This is an optimization exercise on Yosys and OpenROAD, whose aim is a short achievable clock period and few clock cycles per item, not a production implementation.
Function was checked by simulation only, so behaviour that the tests miss may differ from the original.
No driver is modelled on the clock port, so clocking that relies on it looks cheaper here than on a real chip.
Power and IR drop assume default switching activity.

## lane 1
Design dnp3_rx, start of the top module:
module dnp3_rx (
    input  wire        clk,
    input  wire        rst,
    input  wire        cmd_valid,
    output reg         cmd_ready,
    input  wire [8:0]  cmd_len,
    input  wire        in_valid,
    output reg         in_ready,
    input  wire [31:0] in_data,
    output reg         res_valid,
    output reg  [3:0]  res_err,
    output reg  [16:0] res_mask,
    output reg  [6:0]  res_sum,
    output reg  [4:0]  res_nblk,
    output reg  [7:0]  res_len,
    output reg  [7:0]  res_ctrl,
    output reg  [15:0] res_dst,
    output reg  [15:0] res_src
);
    localparam [3:0] E_OK       = 4'd0,
                     E_LENGTH   = 4'd1,
                     E_INTEGRITY= 4'd3,
                     E_CLEN     = 4'd4,
                     E_RANGE    = 4'd6,
                     E_BADFNC   = 4'd8,
                     E_ADDRESS  = 4'd9,
                     E_STARTMARK= 4'd10;
    localparam [15:0] RES1 = 16'hD2BD,
                      RES2 = 16'hE3B5,
                      RES3 = 16'h1AA2,
  ...
clock: 8.0 ns
lec_check: 0
abc_clock_period_in_ps: 2000
cap_margin: 20
core_margin: 2
core_utilization: 40
cts_cluster_diameter: 60
cts_cluster_size: 25
place_density: 0.6
slew_margin: 20
synth_hierarchical: 1
standard.sh (not shown) runs the stock make flow with config.mk's settings and CLKGATE_MAP_FILE= SYNTH_SCRIPT=/design/flow/synth_recipe.tcl, a recipe that flattens the netlist after the stock synthesis.
==> flow/flow/run.sh <==
#!/bin/bash
set -euo pipefail
export SETUP_SLACK_MARGIN=5.6
export POST_CTS_TCL="$PWD/flow/clock_top.tcl"
bash standard.sh > standard.log 2>&1
==> flow/flow/clock_top.tcl <==
# Rebuild the top of the clock tree that CTS made. CTS gives a root buffer,
# one H-tree level of buffers and the leaf buffers that drive the flip-flops.
# Here the root and H-tree buffers are replaced by NROOT buffers placed next
# to the clock port, each driving the leaf buffers of one part of the die, so
# every flip-flop's clock passes two buffers instead of three. The leaf
# buffers and their flip-flop clusters are kept as CTS made them.
proc rebuild_clock_top {nroot} {
  set db [ord::get_db]
  set block [ord::get_db_block]
  set clknet [$block findNet clk]
  set master [$db findMaster sky130_fd_sc_hd__clkbuf_16]

  # walk the buffer tree from the clock port: a buffer that drives a
  # flip-flop is a leaf; one that drives buffers is above the leaves; cells
  # whose output drives nothing are CTS's dummy loads
  set tree {}
  set leaves {}
  set front [list $clknet]
  while {[llength $front]} {
    set next {}
    foreach net $front {
      foreach it [$net getITerms] {
        if {[$it isOutputSignal]} continue
        set inst [$it getInst]
        set on "NULL"
        foreach ot [$inst getITerms] {
          if {[$ot isOutputSignal] && [$ot getNet] ne "NULL"} { set on [$ot getNet] }
        }
        if {$on eq "NULL"} { lappend tree $inst; continue }
        if {![string match "sky130_fd_sc_hd__clkbuf_*" [[$inst getMaster] getName]]} {
          error "clock top: unexpected cell [$inst getName] in the clock tree"
        }
        set nff 0
        foreach lt [$on getITerms] {
          if {[$lt getInst] == $inst} continue
          if {[string match "*__*df*" [[[$lt getInst] getMaster] getName]]} { incr nff }
        }
        if {$nff > 0} {
          lappend leaves $inst
        } else {
          lappend tree $inst
          lappend next $on
        }
      }
    }
    set front $next
  }
  puts "clock top: [llength $tree] root/H-tree/dummy buffers, [llength $leaves] leaf buffers"

  # leaf buffers' inputs are left unconnected for now
  foreach leaf $leaves { [$leaf findITerm A] disconnect }
  foreach inst $tree {
    set nets {}
    foreach it [$inst getITerms] {
      if {[$it getNet] ne "NULL" && [$it isOutputSignal]} { lappend nets [$it getNet] }
      $it disconnect
    }
    odb::dbInst_destroy $inst
    foreach on $nets {
      if {[llength [$on getITerms]] == 0 && [llength [$on getBTerms]] == 0} { odb::dbNet_destroy $on }
    }
  }

  # clock port position, pulled inside the core
  set bt [$block findBTerm clk]
  set bb [$bt getBBox]
  set px [expr {([$bb xMin] + [$bb xMax]) / 2}]
  set py [expr {([$bb yMin] + [$bb yMax]) / 2}]
  set core [$block getCoreArea]
  set px [expr {max([$core xMin], min([$core xMax] - 20000, $px))}]
  set py [expr {max([$core yMin], min([$core yMax] - 5440, $py))}]

  # split the leaves into nroot groups by angle around the die centre
  set die [$block getDieArea]
  set cx [expr {([$die xMin] + [$die xMax]) / 2.0}]
  set cy [expr {([$die yMin] + [$die yMax]) / 2.0}]
  set keyed {}
  foreach leaf $leaves {
    set b [$leaf getBBox]
    set x [expr {([$b xMin] + [$b xMax]) / 2.0}]
    set y [expr {([$b yMin] + [$b yMax]) / 2.0}]
    lappend keyed [list [expr {atan2($y - $cy, $x - $cx)}] $leaf]
  }
  set keyed [lsort -real -index 0 $keyed]
  set n [llength $keyed]
  for {set r 0} {$r < $nroot} {incr r} {
    set inst [odb::dbInst_create $block $master "clkbuf_root_${r}_clk"]
    $inst setLocation $px $py
    $inst setPlacementStatus PLACED
    [$inst findITerm A] connect $clknet
    set net [odb::dbNet_create $block "clknet_root_${r}_clk"]
    $net setSigType CLOCK
    [$inst findITerm X] connect $net
    set lo [expr {($n * $r) / $nroot}]
    set hi [expr {($n * ($r + 1)) / $nroot}]
    for {set i $lo} {$i < $hi} {incr i} {
      [[lindex $keyed $i 1] findITerm A] connect $net
    }
    puts "clock top: [$inst getName] drives [expr {$hi - $lo}] leaf buffers"
  }
  global_connect
}

# Run as ORFS's POST_CTS_TCL hook, after CTS and its timing repair.
rebuild_clock_top 4
detailed_placement
check_placement -verbose
estimate_parasitics -placement
report_clock_latency
Testbench counts of lane 1, summed over its fixed seeds: cycles 12,403, frames 320.
#### Input delta (lane 2 over lane 1)
--- a/flow/flow/clock_top.tcl
+++ b/flow/flow/clock_top.tcl
@@ -4,5 +4,5 @@
 # to the clock port, each driving the leaf buffers of one part of the die, so
 # every flip-flop's clock passes two buffers instead of three. The leaf
-# buffers and their flip-flop clusters are kept as CTS made them.
+# buffers' flip-flop clusters are kept as CTS made them.
 proc rebuild_clock_top {nroot} {
   set db [ord::get_db]
@@ -99,4 +99,12 @@
     puts "clock top: [$inst getName] drives [expr {$hi - $lo}] leaf buffers"
   }
+  # a lightly loaded leaf is faster as clkbuf_8, and loads its root less
+  set m8 [$db findMaster sky130_fd_sc_hd__clkbuf_8]
+  set n8 0
+  foreach leaf $leaves {
+    set on [[$leaf findITerm X] getNet]
+    if {[llength [$on getITerms]] <= 21} { $leaf swapMaster $m8; incr n8 }
+  }
+  puts "clock top: $n8 leaf buffers resized to clkbuf_8"
   global_connect
 }
--- a/flow/config.mk
+++ b/flow/config.mk
@@ -9,8 +9,6 @@
 export CAP_MARGIN = 20
 export CORE_MARGIN = 2
-export CORE_UTILIZATION = 40
-export CTS_CLUSTER_DIAMETER = 60
-export CTS_CLUSTER_SIZE = 25
-export PLACE_DENSITY = 0.6
+export CORE_UTILIZATION = 65
+export PLACE_DENSITY = 0.75
 export SLEW_MARGIN = 20
 export SYNTH_HIERARCHICAL = 1
[summary]
Summary of lane 2 over lane 1: final critical path time including I/O delays and setup now sits lower; overall power now sits lower. The wire length of the first global-routing pass in lane 2 is 0.928 times that in lane 1. From lane 1 to lane 2 the numbers moved as follows: average vias per placed instance shows an increase of about 14%; clock transition at the registers of the reported paths essentially unchanged; die area shows a reduction of 0.027 sq mm; relative area change from synthesis to final layout shrank by 3.6 points.
Changes in lane 3 relative to lane 2:
==> flow/flow/run.sh <==
#!/bin/bash
set -euo pipefail
export SETUP_SLACK_MARGIN=6.0
export POST_CTS_TCL="$PWD/flow/clock_top.tcl"
bash standard.sh > standard.log 2>&1
--- a/flow/config.mk
+++ b/flow/config.mk
@@ -9,6 +9,6 @@
 export CAP_MARGIN = 20
 export CORE_MARGIN = 2
-export CORE_UTILIZATION = 65
-export PLACE_DENSITY = 0.75
+export CORE_UTILIZATION = 70
+export PLACE_DENSITY = 0.8
 export SLEW_MARGIN = 20
 export SYNTH_HIERARCHICAL = 1
- The flow did not stop early for lane 3: all stages ran, and the layout cleared the timing, DRC and antenna checks.
- Compared with lane 2, lane 3 shows a higher total via count in the routed design.
- [compare] base=lane 2 new=lane 3: internal cell power lower; part of the power in the clock network lower.
- For global-route wire length before repair, dividing the value from lane 2 by the value from lane 3 gives 0.943.
- Diff lane 2..lane 3 | clock input transition at the sequential cells of the worst setup and hold paths | negligible
- Delta (lane 3 minus lane 2): combinational share of power now sits higher, worst slack at placement saw an increase.
- Clock latency of the later-clocked register in the worst-skew pair: lane 3 vs lane 2, no meaningful difference
- Compared with lane 2, number of inserted filler cells in the final layout in lane 3 decreased by more than 10%.
- Compared to lane 2, the routing of lane 3 uses more wire.
- Compared with lane 2, lane 3 shows a sequential fraction of total cell area that is 1.0 points lower.
Inputs modified between lane 3 and lane 4:
==> flow/flow/run.sh <==
#!/bin/bash
set -euo pipefail
export SETUP_SLACK_MARGIN=5.6
export POST_CTS_TCL="$PWD/flow/clock_top.tcl"
bash standard.sh > standard.log 2>&1
--- a/flow/flow/clock_top.tcl
+++ b/flow/flow/clock_top.tcl
@@ -4,5 +4,5 @@
 # to the clock port, each driving the leaf buffers of one part of the die, so
 # every flip-flop's clock passes two buffers instead of three. The leaf
-# buffers' flip-flop clusters are kept as CTS made them.
+# buffers and their flip-flop clusters are kept as CTS made them.
 proc rebuild_clock_top {nroot} {
   set db [ord::get_db]
@@ -99,12 +99,4 @@
     puts "clock top: [$inst getName] drives [expr {$hi - $lo}] leaf buffers"
   }
-  # a lightly loaded leaf is faster as clkbuf_8, and loads its root less
-  set m8 [$db findMaster sky130_fd_sc_hd__clkbuf_8]
-  set n8 0
-  foreach leaf $leaves {
-    set on [[$leaf findITerm X] getNet]
-    if {[llength [$on getITerms]] <= 21} { $leaf swapMaster $m8; incr n8 }
-  }
-  puts "clock top: $n8 leaf buffers resized to clkbuf_8"
   global_connect
 }
--- a/flow/config.mk
+++ b/flow/config.mk
@@ -9,6 +9,7 @@
 export CAP_MARGIN = 20
 export CORE_MARGIN = 2
-export CORE_UTILIZATION = 70
-export PLACE_DENSITY = 0.8
+export CORE_UTILIZATION = 40
+export CTS_BUF_LIST = sky130_fd_sc_hd__clkbuf_8
+export PLACE_DENSITY = 0.6
 export SLEW_MARGIN = 20
 export SYNTH_HIERARCHICAL = 1
Results
Slew at the pin closest to its max-slew limit up 0.073 ns in lane 4 wrt lane 3
The normalized max-slew margin of lane 4 is lower than that of lane 3.
Summary: with lane 3 as the reference, total via count after detailed routing in lane 4 moved down by a few percent.
Cell count for lane 4 is higher than for lane 3.
Lane 4 -> lane 3: max-slew violation count delta 0, exact match
In the tables for lane 4 and lane 3, via count of the first global-routing pass reads higher with lane 4.
Changes observed in lane 4 relative to lane 3: number of well taps higher, clock power higher.

[separate check: timing with driven ports]
The results above use ideal ports. As a check the final layouts listed here were re-extracted and re-timed, cells and wires unchanged. Step 1 sets driving cells, clkbuf_16 on the clock port and buf_2 on the other inputs (assumed; they add their load-dependent delay and slew). Step 2 times the ports against the registers' clock, not the clock port: input delays grow and output delays shrink by t, the midpoint of the rising clock arrivals with the driver on. a / b / c = no drivers / after step 1 / after step 2; a / b = the first two.
run | shift t [ns] | setup WS [ns] | worst setup path at the end
lane 1 | 0.484 | 5.489 / 5.438 / 5.279 | input to register
lane 2 | 0.447 | 5.540 / 5.488 / 5.195 | input to register
lane 3 | 0.445 | 5.548 / 5.493 / 5.376 | input to register
lane 4 | 0.499 | 5.490 / 5.438 / 5.211 | input to register
After both steps every run listed still meets setup and hold. For lane 2, which loses most, drivers alone change the setup slack by -0.052 ns; drivers and shift together by -0.345 ns.
